This design comes from an exercise in tuning for small area, a short achievable clock period and few clock cycles per item on the open sky130 flow, not from production work.
The RTL was checked by simulation tests, not by an equivalence proof against the original design.
Power and IR drop assume default switching activity.

## flow/design.v (module list and top-level ports; edited modules follow where they fit)
// module hpsdr_telem: 135 lines
// module hpsdr_fa: 5 lines
// module hpsdr_ha: 5 lines
// module hpsdr_s2: 1176 lines
// module hpsdr_bridge: 374 lines
// module hpsdr_add46: 290 lines
module hpsdr_telem (
    input  wire        clk,
    input  wire        rst,
    input  wire        in_valid,
    output wire        in_ready,
    input  wire [7:0]  in_c0,
    input  wire [31:0] in_data,
    output wire        out_valid,
    input  wire        out_ready,
    output reg  [2:0]  out_kind,
    output reg  [2:0]  out_keys,
    output reg  [31:0] out_a,
    output reg  [31:0] out_b
);
  // ...
==> flow/flow/run.sh <==
#!/bin/bash
set -euo pipefail
bash standard.sh SETUP_SLACK_MARGIN=7 finish > standard_flow.log 2>&1
==> flow/standard.sh <==
#!/bin/bash
# synth_recipe.tcl (not shown) runs the flow's synth.tcl, then flattens the netlist and writes it again
# the make line also repeats each setting of config.mk as NAME=value (left out here)
make -C /OpenROAD-flow-scripts/flow DESIGN_CONFIG=/design/flow/config.mk WORK_HOME=/design/flow/orfs CLKGATE_MAP_FILE= SYNTH_SCRIPT=/design/flow/synth_recipe.tcl "${@:-finish}"
==> flow/config.mk <==
export PLATFORM = sky130hd
export DESIGN_NAME = hpsdr_telem
export DESIGN_NICKNAME = hpsdr_telem
export VERILOG_FILES = /design/flow/design.v
export SDC_FILE = /design/flow/constraint.sdc
export NUM_CORES = 4
export LEC_CHECK = 0
export CAP_MARGIN = 20
export CORE_MARGIN = 2
export CORE_UTILIZATION = 40
export SLEW_MARGIN = 20
export SYNTH_HIERARCHICAL = 1
==> flow/constraint.sdc <==
create_clock -name core_clock -period 12.0 [get_ports {clk}]
set_input_delay 2.4000 -clock core_clock [delete_from_list [all_inputs] [get_ports {clk}]]
set_output_delay 2.4000 -clock core_clock [all_outputs]
set_load 0.01 [all_outputs]
==> metrics.log, run 1 <==
INFO  metric switching_power = 4840 uW
INFO  metric diodes = 0
INFO  metric largest_reg_flops = 40
INFO  metric globalRouteMet3Util = 2.91%
INFO  metric dr_total_vias = around 21000
INFO  metric buffers = between 300 and 400
INFO  metric pwrdens = ~300 nW/um^2
INFO  metric power_top_consumer = combinational logic
INFO  metric seq_power = roughly 1400 uW
INFO  metric cap_violations = 0
INFO  metric synth.yosys.warnings = 7
INFO  metric floorplan.rows = slightly above 90
INFO  metric report.power.total = roughly 9500 uW
INFO  metric worstPathCellList = buf_6 -> mux2_4 -> buf_12 -> fa_2 -> fa_2 -> ha_4 -> buf_4 -> nor3_4 -> nor2_2 -> nand3_2 -> nand3b_1 -> or3_4 -> a211oi_4 -> o32ai_2
INFO  metric setup-tns-final = 0 ns
INFO  metric timing.slew.headroom = around two fifths
INFO  metric synthesis.instances = 2492
INFO  metric detail-route-antenna-nets = 0
INFO  metric use_met2 = between 40% and 50%
INFO  metric whs_endpoint = out_keys[0]
INFO  metric routed_wirelength = 83300 um
INFO  metric tritoncts_clock_tree = done
INFO  metric synthesis.area_per_instance = 10.5 sq um
INFO  metric critPathMostFrequentCell = fa_2
INFO  metric clk_pin_slew_worst_paths = 0.06 ns
INFO  metric vdd_drop_max = ~0.0003 V
INFO  metric routedWlPerCell = between 20 and 25 um
INFO  metric ff2ff_path_depth = 16
INFO  metric cts_max_level = 1
INFO  metric post-place-cells = around 3400
INFO  metric die_width = 260 um
INFO  metric critPathMaxStageDelay = about 0.56 ns
INFO  metric status = no timing/DRC/antenna violations
INFO  metric cts_hold_buf = 0
INFO  metric fin_skew = approximately 0.025 ns
INFO  metric worst_setup_path_end_kind = flip-flop
Testbench counts, summed over its fixed seeds: cycles 3,224, items 3,200.
==> run 2, diff against run 1 <==
--- a/flow/config.mk
+++ b/flow/config.mk
@@ -8,5 +8,5 @@
 export CAP_MARGIN = 20
 export CORE_MARGIN = 2
-export CORE_UTILIZATION = 40
+export CORE_UTILIZATION = 55
 export SLEW_MARGIN = 20
 export SYNTH_HIERARCHICAL = 1
==> metrics.log, run 2 <==
INFO  metric cts_max_level = 1 (unchanged)
INFO  metric final-max-slew-violation-count = 0
INFO  metric dp_hpwl = between 50000 and 60000 um
INFO  metric vdd_drop_max = 0.000287 V (-4.6%)
INFO  metric layout.nets = approximately 3400
INFO  metric grt.total_usage = between 30% and 40%
INFO  metric diodes = 0 (unchanged)
INFO  metric worst-slew-pin-transition = approximately 1.1 ns
INFO  metric detail-route-antenna-nets = 0 (unchanged)
INFO  metric final-seq-area = between 6000 and 7000 sq um
INFO  metric final_cell_mix = fa_1, nand2_1, edfxtp_1, buf_4, ha_1
INFO  metric slowest_stage = fa_1
INFO  metric hp-class = flip-flop to flip-flop
INFO  metric cap_violations = 0 (unchanged)
INFO  metric clk_pin_slew_worst_paths = 0.07 ns (about the same)
INFO  metric critPathLaunchType = flip-flop
INFO  metric clk_latency_worst_skew_pair = around 0.58 ns
INFO  metric layout.cells.most_common = fa_1
INFO  metric detail_route.vias_per_cell = between 6 and 7
INFO  metric crit_path_max_fanout = 8
INFO  metric setup-tns-final = 0 ns (unchanged)
INFO  metric critPathMostFrequentCell = fa_1
INFO  metric cts_hold_buf = 0 (unchanged)
INFO  metric top_regs = r2_t (40), out_a (32), sk_data (32)
INFO  metric period_minus_slack = 5.17 ns
INFO  metric path_class = flip-flop to flip-flop
INFO  metric dieArea = about 49000 sq um
INFO  metric post-route-cell-area = 32200 sq um
INFO  metric globalRouteOverflowTotal = 0
INFO  metric post-place-cells = 3169 (-7.3%)
INFO  metric drt_first_pass_iters = 6
INFO  metric synthesis.area_per_instance = 10.5 sq um (unchanged)
INFO  metric final.period_utilization = ~43%
INFO  metric via_count_of_the_first_global_routing_pass = ~21000
INFO  metric drive_above_1_share = 21.2%
INFO  metric grt_setup_unrepaired = true
INFO  metric placement.io_buffers = ~110
INFO  metric timing.slew.headroom = 25.2% (-15 points)
INFO  metric initial_core_util = 55.9%
INFO  metric mappedNetlistArea = around 26000 sq um
INFO  metric max_flop_register = r2_t
INFO  metric ioPinCount = ~120
INFO  metric critPathArrivalTime = between 5 and 6 ns
INFO  metric worstPathCellList = buf_6 -> nand2_2 -> nand2_2 -> fa_1 -> fa_1 -> fa_1 -> fa_1 -> fa_2 -> ha_4 -> nand4_1 -> nor4_2 -> a31oi_1 -> nand2_2 -> a21oi_4 -> o21ai_1 -> xor2_1
INFO  metric design.core.area = between 40000 and 50000 sq um
INFO  metric routedWlPerCell = 24.1 um (+6.4%)
INFO  metric hold-path-cell-count = 0
INFO  metric status = no timing/DRC/antenna violations
INFO  metric synthesis.instances = 2492 (unchanged)
INFO  metric multi_input_area = between 20000 and 25000 sq um
INFO  metric maximum_number_of_pins_on_one_net_before_global_route_repair = 86
INFO  metric filler_cells = 3576
INFO  metric post_dp_cell_area = ~28000 sq um
INFO  metric critPathMaxStageDelay = 0.57 ns (about the same)
INFO  metric finalSetupViolCount = 0
INFO  metric routed_wirelength = 82000 um (-1.6%)
INFO  metric place.gp.congestion = approximately 0.93
INFO  metric ctsLongestPathBuffers = 3
INFO  metric detail_route.drc_violations = 0
INFO  metric worst_setup_path_end_kind = flip-flop
INFO  metric cts-buffers-inserted = 27
INFO  metric report.power.total = 9710 uW (+2.0%)
INFO  metric floorplan.rows = 79 (-15%)
INFO  metric layout-area-overhead-vs-synth = 23.3%
INFO  metric timing.final.hold_violations = 0
INFO  metric worst_slack_after_detailed_placement = roughly 5.7 ns
INFO  metric dr_total_vias = 21131 (+0.59%)
INFO  metric total_leakage_power = around 0.014 uW
INFO  metric initial_antenna_violation_count = 0
INFO  metric grt_pass1_wl = roughly 120000 um
INFO  metric pwrdens = 301 nW/um^2 (+3.0%)
INFO  metric tritoncts_clock_tree = done
INFO  metric dr.first_iter.drc_count = ~1800
INFO  metric cts.root.buffer_cell = clkbuf_16
INFO  metric finalNonFillerCells = about 3400
INFO  metric tritoncts_num_sinks = approximately 240
INFO  metric die_width = 222 um (-14%)
INFO  metric required = about 12 ns
INFO  metric worst_slack = 6.83 ns
INFO  metric ff2ff_path_depth = 16 (unchanged)
INFO  metric maximum_achievable_frequency = slightly below 200 MHz
INFO  metric die_h = ~220 um
INFO  metric fin_skew = 0.0137 ns (-0.0111 ns)
INFO  metric largest_reg_flops = 40 (unchanged)
INFO  metric synth.yosys.warnings = 7 (unchanged)
==> run 2: per-stage QoR <==
stage	utilization, %	hold WS, ns
floorplan	-	0.400
global placement	60.1	0.403
detailed placement	60.1	0.405
CTS	66.4	0.420
global route	68.9	0.422
finish	68.9	0.419
==> run 2: final cells by class <==
cell class	count	share of cell area (%)
sequential	235	20.6
inverter	161	1.95
clock inverter	15	0.672
tap	607	2.36
timing repair buffer	317	8.63
clock buffer	35	2.25
multi-input combinational	2040	63.5
==> run 2: report_power, final <==
group | switching [uW] | internal [uW]
combinational | 4350 | 3100
clock | 361 | 519
sequential | 282 | 1100
==> run 2: critical path, delay by kind of cell, from the launching register on <==
family	cells	cell delay, ns
fa+ha+maj	6	2.88
buf+inv	1	0.19
xor+xnor	1	0.09
flops	1	0.54
simple gates	5	0.77
compound gates	3	0.42
==> run 2: per-layer routing <==
layer	wire length, um	GRT usage, %
met3	4820	3.18
met4	4890	15.3
met5	0	0
met1	33100	43.4
met2	39200	54.6
==> run 2: path summary, 6_finish.rpt <==
check | startpoint | end | slack (ns)
max | r1_ub[1] | r2_t[38] | 6.83
min | r1_keys[0] | r2_keys[0] | 0.42
max reg2reg | r1_ub[1] | r2_t[38] | 6.83
min reg2reg | r1_keys[0] | r2_keys[0] | 0.42
==> run 2: what timing repair did <==
item,in CTS,in global routing
pin swaps,104,119
endpoints found under the setup margin,97,73
buffers inserted,142,49
gates resized for setup,212,171
==> run 3, diff against run 2 <==
==> flow/flow/run.sh (replaced) <==
#!/bin/bash
set -euo pipefail
bash standard.sh SETUP_SLACK_MARGIN=6.8 finish > standard_flow.log 2>&1
--- a/flow/config.mk
+++ b/flow/config.mk
@@ -8,5 +8,5 @@
 export CAP_MARGIN = 20
 export CORE_MARGIN = 2
-export CORE_UTILIZATION = 55
+export CORE_UTILIZATION = 40
 export SLEW_MARGIN = 20
 export SYNTH_HIERARCHICAL = 1
==> metrics.log, run 3 <==
INFO  metric top_layer = met5
INFO  metric tritoncts_clock_tree = done
INFO  metric mappedNetlistArea = 26100 sq um (unchanged)
INFO  metric m1WireLength = 33800 um (+1.9%)
INFO  metric final-max-slew-violation-count = 0 (unchanged)
INFO  metric timing.final.hold_violations = 0 (unchanged)
INFO  metric cts.root.buffer_cell = clkbuf_16
INFO  metric maximum_achievable_frequency = 192 MHz (-0.78%)
INFO  metric die_width = 260 um (+17%)
INFO  metric floorplan.rows = 93 (+18%)
INFO  metric drive_above_1_share = 18.4% (-2.8 points)
INFO  metric globalRouteOverflowTotal = 0 (unchanged)
INFO  metric crit_path_max_fanout = 2 (-6)
INFO  metric dr.first_iter.drc_count = 1521 (-17%)
INFO  metric critPathArrivalTime = 5.57 ns (+0.08 ns)
INFO  metric layout-area-overhead-vs-synth = 21.7%
INFO  metric status = no timing/DRC/antenna violations
INFO  metric crit_path_start = in_data[18]
INFO  metric largest_reg_flops = 40 (unchanged)
INFO  metric detail-route-antenna-nets = 0 (unchanged)
INFO  metric finalSetupViolCount = 0 (unchanged)
INFO  metric design.core.area = 64600 sq um (+38%)
INFO  metric final_core_util = 49.2% (-20 points)
INFO  metric dieArea = 67400 sq um (+37%)
INFO  metric routedWlPerCell = 22.5 um (-6.4%)
INFO  metric detail_route.vias_per_cell = 5.67 (-8.5%)
INFO  metric final.period_utilization = 43.4% (+0.34 points)
INFO  metric dr_total_vias = 20725 (-1.9%)
INFO  metric crit_end = r1_kind[2]
INFO  metric worst_slack = 6.79 ns (-0.0405 ns)
INFO  metric diodes = 0 (unchanged)
INFO  metric total_leakage_power = 0.0138 uW (-0.70%)
INFO  metric post-place-cells = 3418 (+7.9%)
INFO  metric path_class = input pin to flip-flop
INFO  metric clk_latency_worst_skew_pair = 0.57 ns (about the same)
INFO  metric worstPathCellList = clkbuf_2 -> mux2i_2 -> buf_4 -> buf_4 -> buf_4 -> buf_4 -> buf_4 -> buf_4 -> buf_4 -> buf_4 -> buf_4 -> buf_4 -> buf_4 -> buf_4 -> buf_4 -> buf_4 -> buf_4 -> buf_4 -> buf_4 -> o21ai_0 -> a2111oi_0 -> a41o_1
INFO  metric critPathMostFrequentCell = buf_4
INFO  metric required = 12.36 ns (+0.04 ns)
INFO  metric cts_max_level = 1 (unchanged)
INFO  metric worst-path-stages = 22 (+6)
INFO  metric tritoncts_num_sinks = 235 (unchanged)
INFO  metric cap_violations = 0 (unchanged)
INFO  metric critPathMaxStageDelay = 0.70 ns (+0.13 ns)
INFO  metric finalNonFillerCells = 3657 (+7.2%)
INFO  metric grt.total_usage = 24.2% (-8.5 points)
INFO  metric worst-slew-pin-transition = 1.12 ns (+0.00244 ns)
INFO  metric grt_pass1_wl = 125000 um (+1.4%)
INFO  metric max_flop_register = r2_t
INFO  metric ctsLongestPathBuffers = 3 (unchanged)
INFO  metric die_h = 260 um (+17%)
INFO  metric crit-reg2reg-launch = r1_ub[18]
INFO  metric pwrdens = 286 nW/um^2 (-5.1%)
INFO  metric hp-class = flip-flop to flip-flop
INFO  metric ff2ff_path_depth = 16 (unchanged)
INFO  metric clk_pin_slew_worst_paths = 0.06 ns (about the same)
INFO  metric ioPinCount = 116 (unchanged)
INFO  metric routed_wirelength = 82400 um (+0.42%)
INFO  metric detailed_route_wirelength_on_metal3 = 5210 um (+8.1%)
INFO  metric critPathLaunchType = input pin
INFO  metric placement.io_buffers = 114 (unchanged)
INFO  metric synthesis.area_per_instance = 10.5 sq um (unchanged)
INFO  metric cts-buffers-inserted = 28 (+3.7%)
INFO  metric via_count_of_the_first_global_routing_pass = 21431 (+0.53%)
INFO  metric grt_setup_unrepaired = true
INFO  metric initial_antenna_violation_count = 3 (+3)
INFO  metric layout.cells.most_common = fa_1
INFO  metric detail_route.drc_violations = 0 (unchanged)
INFO  metric dp_hpwl = 59100 um (+1.9%)
INFO  metric synth.yosys.warnings = 7 (unchanged)
INFO  metric timing.critical_path.buf_inv = 18 (+17)
INFO  metric ff2ff_setup_slack = 6.81 ns (-0.02 ns)
INFO  metric maximum_number_of_pins_on_one_net_before_global_route_repair = 82 (-4.7%)
INFO  metric slowest_stage = a2111oi_0
INFO  metric fin_skew = 0.0163 ns (+0.00256 ns)
INFO  metric r2r-end = r2_t[39]
INFO  metric initial_core_util = 40.5% (-15 points)
INFO  metric worst_setup_path_end_kind = flip-flop
INFO  metric worst_slack_after_detailed_placement = 5.69 ns (-0.0428 ns)
INFO  metric timing.slew.headroom = 25.0% (-0.16 points)
INFO  metric vdd_drop_max = 0.000334 V (+16%)
INFO  metric layout.nets = 3376 (-0.059%)
INFO  metric period_minus_slack = 5.21 ns (+0.0405 ns)
INFO  metric critical-path-top-delay-family = buffers and inverters
INFO  metric final_cell_mix = fa_1, nand2_1, edfxtp_1, ha_1, buf_4
INFO  metric wl_met2 = 38900 um (-0.77%)
INFO  metric place.gp.congestion = 0.953 (+2.7%)
INFO  metric top_regs = r2_t (40), out_a (32), sk_data (32)
INFO  metric drt_first_pass_iters = 8 (+2)
INFO  metric setup-tns-final = 0 ns (unchanged)
INFO  metric holdWs = 0.405 ns (-0.0134 ns)
INFO  metric synthesis.instances = 2492 (unchanged)
-- run 3: cell type report --
| type | count | area, sq um |
|---|---|---|
| inverters | 161 | 608 |
| clock inverters | 18 | 159 |
| fillers | 5725 | 32800 |
| clock buffers | 34 | 764 |
| well taps | 855 | 1070 |
| flip-flops and latches | 235 | 6640 |
| repair buffers | 314 | 2720 |
| multi-input cells | 2040 | 19800 |
-- run 3: timing repair --
item                                    in CTS  in global routing
hold buffers                                 0                  0
buffers inserted                           112                 75
endpoints found under the hold margin        0                  0
gates resized for setup                    125                140
pin swaps                                   31                 85
endpoints found under the setup margin      76                 92
-- run 3: worst register-to-register path: stages (launching register included) --
cell and delay [ns]:
edfxtp_1 0.51, buf_6 0.18, and2_4 0.15, fa_1 0.50
fa_1 0.53, fa_2 0.55, fa_1 0.43, fa_1 0.54
ha_4 0.23, a21oi_4 0.15, o21ai_2 0.08, a21oi_2 0.18
o21bai_1 0.09, a221o_1 0.31, a21o_1 0.20, or3_1 0.34
nand4_1 0.10
-- run 3: worst min-delay path by stage --
| stage | end | from | cells after the start |
|---|---|---|---|
| 2_1_floorplan | out_keys[0] | r2_keys[0] | 0 |
| 3_3_place_gp | r2_keys[2] | r1_keys[2] | 0 |
| 3_5_place_dp | r2_h[14] | r1_h[14] | 0 |
| 4_1_cts | out_keys[1] | r2_keys[1] | 0 |
| 5_1_grt | out_keys[1] | r2_keys[1] | 0 |
| 6_report | out_keys[1] | r2_keys[1] | 0 |
-- run 3: stage by stage --
stage | total power (uW) | area [sq um]
global route | 9790 | 31800
floorplan | 5700 | 26400
finish | 9090 | 31800
detailed placement | 7620 | 28300
global placement | 7500 | 28300
CTS | 8680 | 30600
-- run 3: routing by layer --
metal | GRT usage, % | vias to the layer above
li1 | - | 9349
met1 | 31.1 | 10302
met2 | 39.9 | 859
met3 | 3.27 | 213
met4 | 12.8 | 2
met5 | 0 | -
-- run 3: where the power goes --
group          total (uW)  internal [uW]  switching (uW)
registers            1380           1100             284
clock network         828            464             364
logic                6890           2860            4020
==> run 4, diff against run 3 <==
--- a/flow/config.mk
+++ b/flow/config.mk
@@ -9,4 +9,5 @@
 export CORE_MARGIN = 2
 export CORE_UTILIZATION = 40
+export CTS_BUF_LIST = sky130_fd_sc_hd__clkbuf_4 sky130_fd_sc_hd__clkbuf_8
 export SLEW_MARGIN = 20
 export SYNTH_HIERARCHICAL = 1
==> metrics.log, run 4 <==
INFO  metric worst_slack_after_detailed_placement = 5.69 ns (unchanged)
INFO  metric status = no timing/DRC/antenna violations
INFO  metric dp_hpwl = 59100 um (unchanged)
INFO  metric cap_violations = 0 (unchanged)
INFO  metric final-max-slew-violation-count = 0 (unchanged)
INFO  metric initial_antenna_violation_count = 5 (+2)
INFO  metric timing.final.hold_violations = 0 (unchanged)
INFO  metric clk_latency_worst_skew_pair = 0.63 ns (+0.06 ns)
INFO  metric layout.cells.most_common = fa_1
INFO  metric maximum_number_of_pins_on_one_net_before_global_route_repair = 82 (unchanged)
INFO  metric synthesis.area_per_instance = 10.5 sq um (unchanged)
INFO  metric cts-buffers-inserted = 41 (+46%)
INFO  metric post_dp_cell_area = 28300 sq um (unchanged)
INFO  metric hp-class = flip-flop to flip-flop
INFO  metric detail-route-antenna-nets = 0 (unchanged)
INFO  metric routedWlPerCell = 22.4 um (-0.49%)
INFO  metric final_cell_mix = fa_1, nand2_1, edfxtp_1, ha_1, buf_4
INFO  metric placement.io_buffers = 114 (unchanged)
INFO  metric path_class = input pin to flip-flop
INFO  metric maximum_achievable_frequency = 193 MHz (+0.53%)
INFO  metric detail_route.vias_per_cell = 5.65 (-0.24%)
INFO  metric period_minus_slack = 5.18 ns (-0.0276 ns)
INFO  metric detail_route.drc_violations = 0 (unchanged)
INFO  metric critPathMaxStageDelay = 0.50 ns (-0.20 ns)
INFO  metric worst_setup_path_end_kind = flip-flop
INFO  metric cts_max_level = 2 (+1)
INFO  metric grt.total_usage = 24.3% (+0.076 points)
INFO  metric design.core.area = 64600 sq um (unchanged)
INFO  metric ctsLongestPathBuffers = 3 (unchanged)
INFO  metric post-route-cell-area = 31500 sq um (-0.78%)
INFO  metric crit_path_max_fanout = 5 (+3)
INFO  metric mappedNetlistArea = 26100 sq um (unchanged)
INFO  metric tritoncts_clock_tree = done
INFO  metric critPathArrivalTime = 5.49 ns (-0.08 ns)
INFO  metric layout-area-overhead-vs-synth = 20.7%
INFO  metric dr.first_iter.drc_count = 1455 (-4.3%)
INFO  metric crit-reg2reg-launch = r1_ub[2]
INFO  metric worst_slack = 6.82 ns (+0.0276 ns)
INFO  metric worst-slew-pin-transition = 1.13 ns (+0.0151 ns)
INFO  metric dieArea = 67400 sq um (unchanged)
INFO  metric crit_end = r1_ub[16]
INFO  metric final.period_utilization = 43.2% (-0.23 points)
INFO  metric via_count_of_the_first_global_routing_pass = 21383 (-0.22%)
INFO  metric total_leakage_power = 0.0137 uW (-0.64%)
INFO  metric largest_reg_flops = 40 (unchanged)
INFO  metric place.gp.congestion = 0.953 (unchanged)
INFO  metric vdd_drop_max = 0.000350 V (+4.8%)
INFO  metric top_regs = r2_t (40), out_a (32), sk_data (32)
INFO  metric routed_wirelength = 82300 um (-0.11%)
INFO  metric timing.slew.headroom = 24.0% (-1.0 points)
INFO  metric grt_setup_unrepaired = true
INFO  metric clk_pin_slew_worst_paths = 0.06 ns (about the same)
INFO  metric pwrdens = 284 nW/um^2 (-0.58%)
INFO  metric cts.root.buffer_cell = clkbuf_8
INFO  metric die_h = 260 um (unchanged)
INFO  metric grt_pass1_wl = 125000 um (-0.27%)
INFO  metric r2r-end = r2_t[34]
INFO  metric globalRouteOverflowTotal = 0 (unchanged)
INFO  metric final_core_util = 48.9% (-0.39 points)
INFO  metric layout.nets = 3382 (+0.18%)
INFO  metric drive_above_1_share = 18.3% (-0.085 points)
INFO  metric die_width = 260 um (unchanged)
INFO  metric finalSetupViolCount = 0 (unchanged)
INFO  metric synth.yosys.warnings = 7 (unchanged)
INFO  metric synthesis.instances = 2492 (unchanged)
INFO  metric slowest_stage = clkdlybuf4s50_1
INFO  metric initial_core_util = 40.5% (unchanged)
INFO  metric floorplan.rows = 93 (unchanged)
INFO  metric ff2ff_setup_slack = 6.84 ns (+0.03 ns)
INFO  metric dr_total_vias = 20754 (+0.14%)
INFO  metric ff2ff_path_depth = 16 (unchanged)
INFO  metric max_flop_register = r2_t
INFO  metric setup-tns-final = 0 ns (unchanged)
INFO  metric tritoncts_num_sinks = 235 (unchanged)
INFO  metric ioPinCount = 116 (unchanged)
INFO  metric fin_skew = 0.0428 ns (+0.0266 ns)
INFO  metric drt_first_pass_iters = 6 (-2)
INFO  metric required = 12.31 ns (-0.05 ns)
INFO  metric crit_path_start = in_data[26]
INFO  metric worstPathCellList = clkdlybuf4s50_1 -> mux2i_4 -> ha_1 -> inv_1 -> fa_1 -> ha_2 -> a21oi_4 -> nor2b_1 -> a41oi_2 -> nand3b_1 -> or3_1 -> a211oi_2 -> o32ai_1
INFO  metric critPathLaunchType = input pin
## run 4: changes by cell type in the layout (fill, tap and decap cells not counted), sizes merged, moves of 3 or more
cell,before,now
clkbuf,37,51
clkinv,14,20
buf,200,194
dlygate4sd2,5,2
## run 4: power breakdown
group,total (uW),switching [uW],internal (uW)
registers,1390,288,1100
clock network,751,356,395
logic,6830,4000,2840
total,8970,4640,4330
## run 4: worst min-delay path by stage
stage          startpoint     endpoint  slack, ns  cells after the start
2_1_floorplan  r2_keys[0]  out_keys[0]       0.40                      0
3_3_place_gp   r1_keys[2]   r2_keys[2]       0.40                      0
3_5_place_dp     r1_h[14]     r2_h[14]       0.40                      0
4_1_cts          r1_h[14]     r2_h[14]       0.42                      0
5_1_grt          r1_h[14]     r2_h[14]       0.42                      0
6_report         r1_h[14]     r2_h[14]       0.42                      0
## run 4: timing repair
item	in CTS	in global routing
gates resized for setup	104	147
setup buffers	112	68
pin swaps	25	98
setup endpoints to repair	66	44
hold buffers	0	0
## run 4: layout make-up
class,count,area (sq um)
well taps,855,1070
inverters,161,608
clock inverters,23,198
diodes,1,2.50
multi-input cells,2040,19800
flip-flops and latches,235,6640
repair buffers,307,2650
clock buffers,49,624
fillers,5750,33000
## run 4: layer usage
layer | GRT usage, % | wire length, um | share of wire [%] | up-vias
met3 | 3.28 | 4760 | 5.8 | 228
li1 | - | - | - | 9369
met1 | 31.2 | 34000 | 41 | 10340
met5 | 0 | 13 | 0.016 | -
met4 | 13.0 | 4680 | 5.7 | 2
met2 | 39.9 | 38900 | 47 | 815
## run 4: through the flow
step,instances,hold slack (ns),total power [uW]
5_1_grt,3671,0.421,9660
4_1_cts,3602,0.418,8580
3_3_place_gp,3418,0.401,7500
6_report,3671,0.418,8970
2_1_floorplan,2549,0.400,5700
3_5_place_dp,3418,0.405,7620
## run 4: worst max-delay path, delay by kind of cell
family          cells  cell delay (ns)
simple gates        3             0.57
compound gates      4             0.74
buf+inv             2             0.55
mux                 1             0.08
fa+ha+maj           3             1.14

static timing again, ports no longer ideal:
Ports are ideal in the flow. The routed layouts listed here were re-timed in OpenROAD. Step 1 assumes that a clkbuf_16 drives the clock port and a buf_2 every other input. Step 2 moves the port delays by t, midway between the first and last clock arrival at a register: inputs arrive t later, outputs are due t later. That takes back most of the time a late clock gives input paths. a / b / c = ideal ports / drivers / drivers and shift; a / b = the first two.
run | shift t [ns] | setup slack, ns | hold WS [ns] | worst slew at a driven data input, ns
run 1 | 0.621 | 6.832 / 6.836 / 6.245 | 0.408 / 0.408 / 0.408 | 0.05
run 2 | 0.634 | 6.831 / 6.831 / 6.277 | 0.419 / 0.419 / 0.419 | 0.04
run 3 | 0.627 | 6.790 / 6.806 / 6.200 | 0.405 / 0.405 / 0.405 | 0.05
run 4 | 0.676 | 6.818 / 6.838 / 6.179 | 0.418 / 0.418 / 0.418 | 0.05
After both steps every run listed still meets setup and hold. For run 4, which loses most, drivers alone change the setup slack by +0.020 ns; drivers and shift together by -0.639 ns.
